Source: an optimization exercise on an open RTL-to-GDS flow (aim: small area, a short achievable clock period and few clock cycles). Production flows keep margins and buffers that such runs may drop.
In this exercise RTL edits were held to simulation tests only and were not proved equivalent to the original.
Power is estimated from default activity; no workload was simulated.

==> flow/design.v (excerpt) <==
module ww_dec #(
    parameter N = 26                   
) (
    input  wire        clk,
    input  wire        rst,
    input  wire        in_valid,
    input  wire [7:0]  in_data,
    output wire        in_ready,
    output wire        out_valid,
    input  wire        out_ready,
    output wire [1:0]  out_kind,
    output wire        out_end,
    output wire [31:0] out_data
);
Size: about 1400 cells after synthesis, about 49 I/O pins, ~8300 um^2 of cells after synthesis.
make LEC_CHECK=0 ABC_AREA=1 CAP_MARGIN=20 CORE_MARGIN=2 CORE_UTILIZATION=50 SETUP_SLACK_MARGIN=2.55 SLEW_MARGIN=20 SYNTH_MEMORY_MAX_BITS=16384 finish   # period 6.0 ns
run.sh (not shown) runs the stock make flow with config.mk's settings and CLKGATE_MAP_FILE= SYNTH_SCRIPT=/design/flow/synth_recipe.tcl, a recipe that flattens the netlist after the stock synthesis.
Testbench counts at the start, summed over its fixed seeds: cycles 7,393.
Next try:
CORE_UTILIZATION = 45   (was 50)
Result: Routed wire length falls by about 1.1%; setup slack gets worse by 0.029 ns; hold slack is better by 0.0065 ns; via count is about the same; cell count came out higher by about 1.3%; sequential cell count is unchanged; synthesized cell count does not change; first-iteration DRC count came out higher by about 14%.
Next try:
CORE_UTILIZATION = 60   (was 45)
SETUP_SLACK_MARGIN = 2.65   (was 2.55)
Combinational power increases by a little under a tenth.
Synthesized cell count is unchanged.
Setup slack gets worse by 0.085 ns.
Total power climbs by a few percent.
Cell area increases by a few percent.
Sequential power is about the same.
Core utilization climbs by 20 points.
Die area came out lower by a quarter to a third.
Next try:
CORE_UTILIZATION = 50   (was 60)
SETUP_SLACK_MARGIN = 2.45   (was 2.65)
=> Via count shrinks by a little under a tenth. Critical path depth decreases by 1. Synthesized area stays the same. Worst setup slack gets better by 0.041 ns. Power goes down by a little under a tenth. Maximum frequency is higher slightly.

* * *

v6:
Another version of the RTL of ww_dec (not shown whole).
For scale: about 79 flip-flops.
Settings: LEC_CHECK=0, ABC_AREA=1, CAP_MARGIN=20, CORE_MARGIN=2, CORE_UTILIZATION=40, SETUP_SLACK_MARGIN=2.4, SLEW_MARGIN=20, SYNTH_MEMORY_MAX_BITS=16384; clock period 6.0 ns.
v6 | stages: all done | timing, DRC, antenna: all pass
Testbench counts of v6, summed over its fixed seeds: cycles 7,574.
[inputs] v7 vs v6
- a change of SETUP_SLACK_MARGIN from 2.4 to 2.6
Results
- v7 did not stop at any stage, and its layout met the timing, DRC and antenna checks.
- v6 has lower post-route worst setup slack than v7.
- Worst hold slack deteriorates in v7 relative to v6.
- [compare] base=v6 new=v7: global-route usage decreased by 0.21 points relative to the old numbers; cell depth of the worst setup path dropped 6.
- Diff v6 -> v7: filler cell count moved down, number of global-route vias before repair held, clock skew level, share of total power in combinational logic shrank by 1.3 points.
- Looking at minimum period implied by the final worst setup slack, v7 sits 47 ps below v6.
- As far as total wirelength of the detailed-routed design is concerned, v6 and v7 perform about the same.

* * *

## raven
Another version of the RTL of ww_dec (not shown whole).
Size: roughly 1300 cells after synthesis, about 49 I/O pins.
export LEC_CHECK = 0
export ABC_AREA = 1
export CAP_MARGIN = 20
export CORE_MARGIN = 2
export CORE_UTILIZATION = 40
export SETUP_SLACK_MARGIN = 2.7
export SLEW_MARGIN = 20
export SYNTH_MEMORY_MAX_BITS = 16384
create_clock -name core_clock -period 6.0 [get_ports {clk}]
Testbench counts of raven, summed over its fixed seeds: cycles 7,574.
Here is what was changed in the inputs of tundra compared with raven.
# raven
export LEC_CHECK = 0
export ABC_AREA = 1
export CAP_MARGIN = 20
export CORE_MARGIN = 2
export CORE_UTILIZATION = 40
export SETUP_SLACK_MARGIN = 2.7
export SLEW_MARGIN = 20
export SYNTH_MEMORY_MAX_BITS = 16384
create_clock -name core_clock -period 6.0 [get_ports {clk}]
# tundra
export LEC_CHECK = 0
export ABC_AREA = 1
export CAP_MARGIN = 20
export CORE_MARGIN = 2
export CORE_UTILIZATION = 40
export SETUP_SLACK_MARGIN = 2.5
export SLEW_MARGIN = 20
export SYNTH_MEMORY_MAX_BITS = 16384
create_clock -name core_clock -period 6.0 [get_ports {clk}]
### Flow results
From raven to tundra the numbers moved as follows: power dissipated by switching net loads decreased by 1.3% relative to the old numbers; final critical-path share of the clock period went down by 0.41 points; global-route total usage across every layer lower; via count of the first global-routing pass lower; final critical-path setup slack up 0.025 ns. Diff raven -> tundra: area taken by multi-input logic gates went down about 2.6%, wire length of the first global-routing pass shows a reduction of 1100 um.

## what the ideal ports hide
In the flow no input, the clock included, has a driving cell. The finished layouts below were timed again as built, in two steps.
Step 1 sets driving cells, clkbuf_16 on the clock port and buf_2 on the other inputs (assumed; they add their load-dependent delay and slew).
Step 2, shift: input delay + t, output delay - t, t = (earliest + latest rising clock arrival at the registers) / 2. This alone moves slack from input paths to output paths.
Slacks: ideal ports / drivers / drivers and shift; pairs: ideal ports / drivers.
run | t (ns) | setup slack, ns | worst hold slack (ns) | worst register clock-pin slew, ns
the first run of note 1 | 0.401 | 2.633 / 2.633 / 2.344 | 0.516 / 0.516 / 0.516 | 0.07 / 0.07
the second run of note 1 | 0.392 | 2.604 / 2.604 / 2.347 | 0.523 / 0.523 / 0.523 | 0.07 / 0.07
the third run of note 1 | 0.409 | 2.518 / 2.518 / 2.299 | 0.542 / 0.542 / 0.542 | 0.07 / 0.07
the fourth run of note 1 | 0.406 | 2.559 / 2.559 / 2.208 | 0.536 / 0.536 / 0.536 | 0.07 / 0.07
v6 | 0.397 | 2.541 / 2.541 / 2.296 | 0.533 / 0.533 / 0.533 | 0.07 / 0.07
v7 | 0.398 | 2.588 / 2.588 / 2.335 | 0.524 / 0.524 / 0.524 | 0.07 / 0.07
raven | 0.401 | 2.563 / 2.563 / 2.453 | 0.529 / 0.529 / 0.529 | 0.07 / 0.07
tundra | 0.397 | 2.588 / 2.540 / 2.438 | 0.545 / 0.545 / 0.545 | 0.07 / 0.07
After both steps setup and hold are still met in every run listed. For the fourth run of note 1, which loses most, drivers alone change the setup slack by 0.000 ns; drivers and shift together by -0.351 ns.
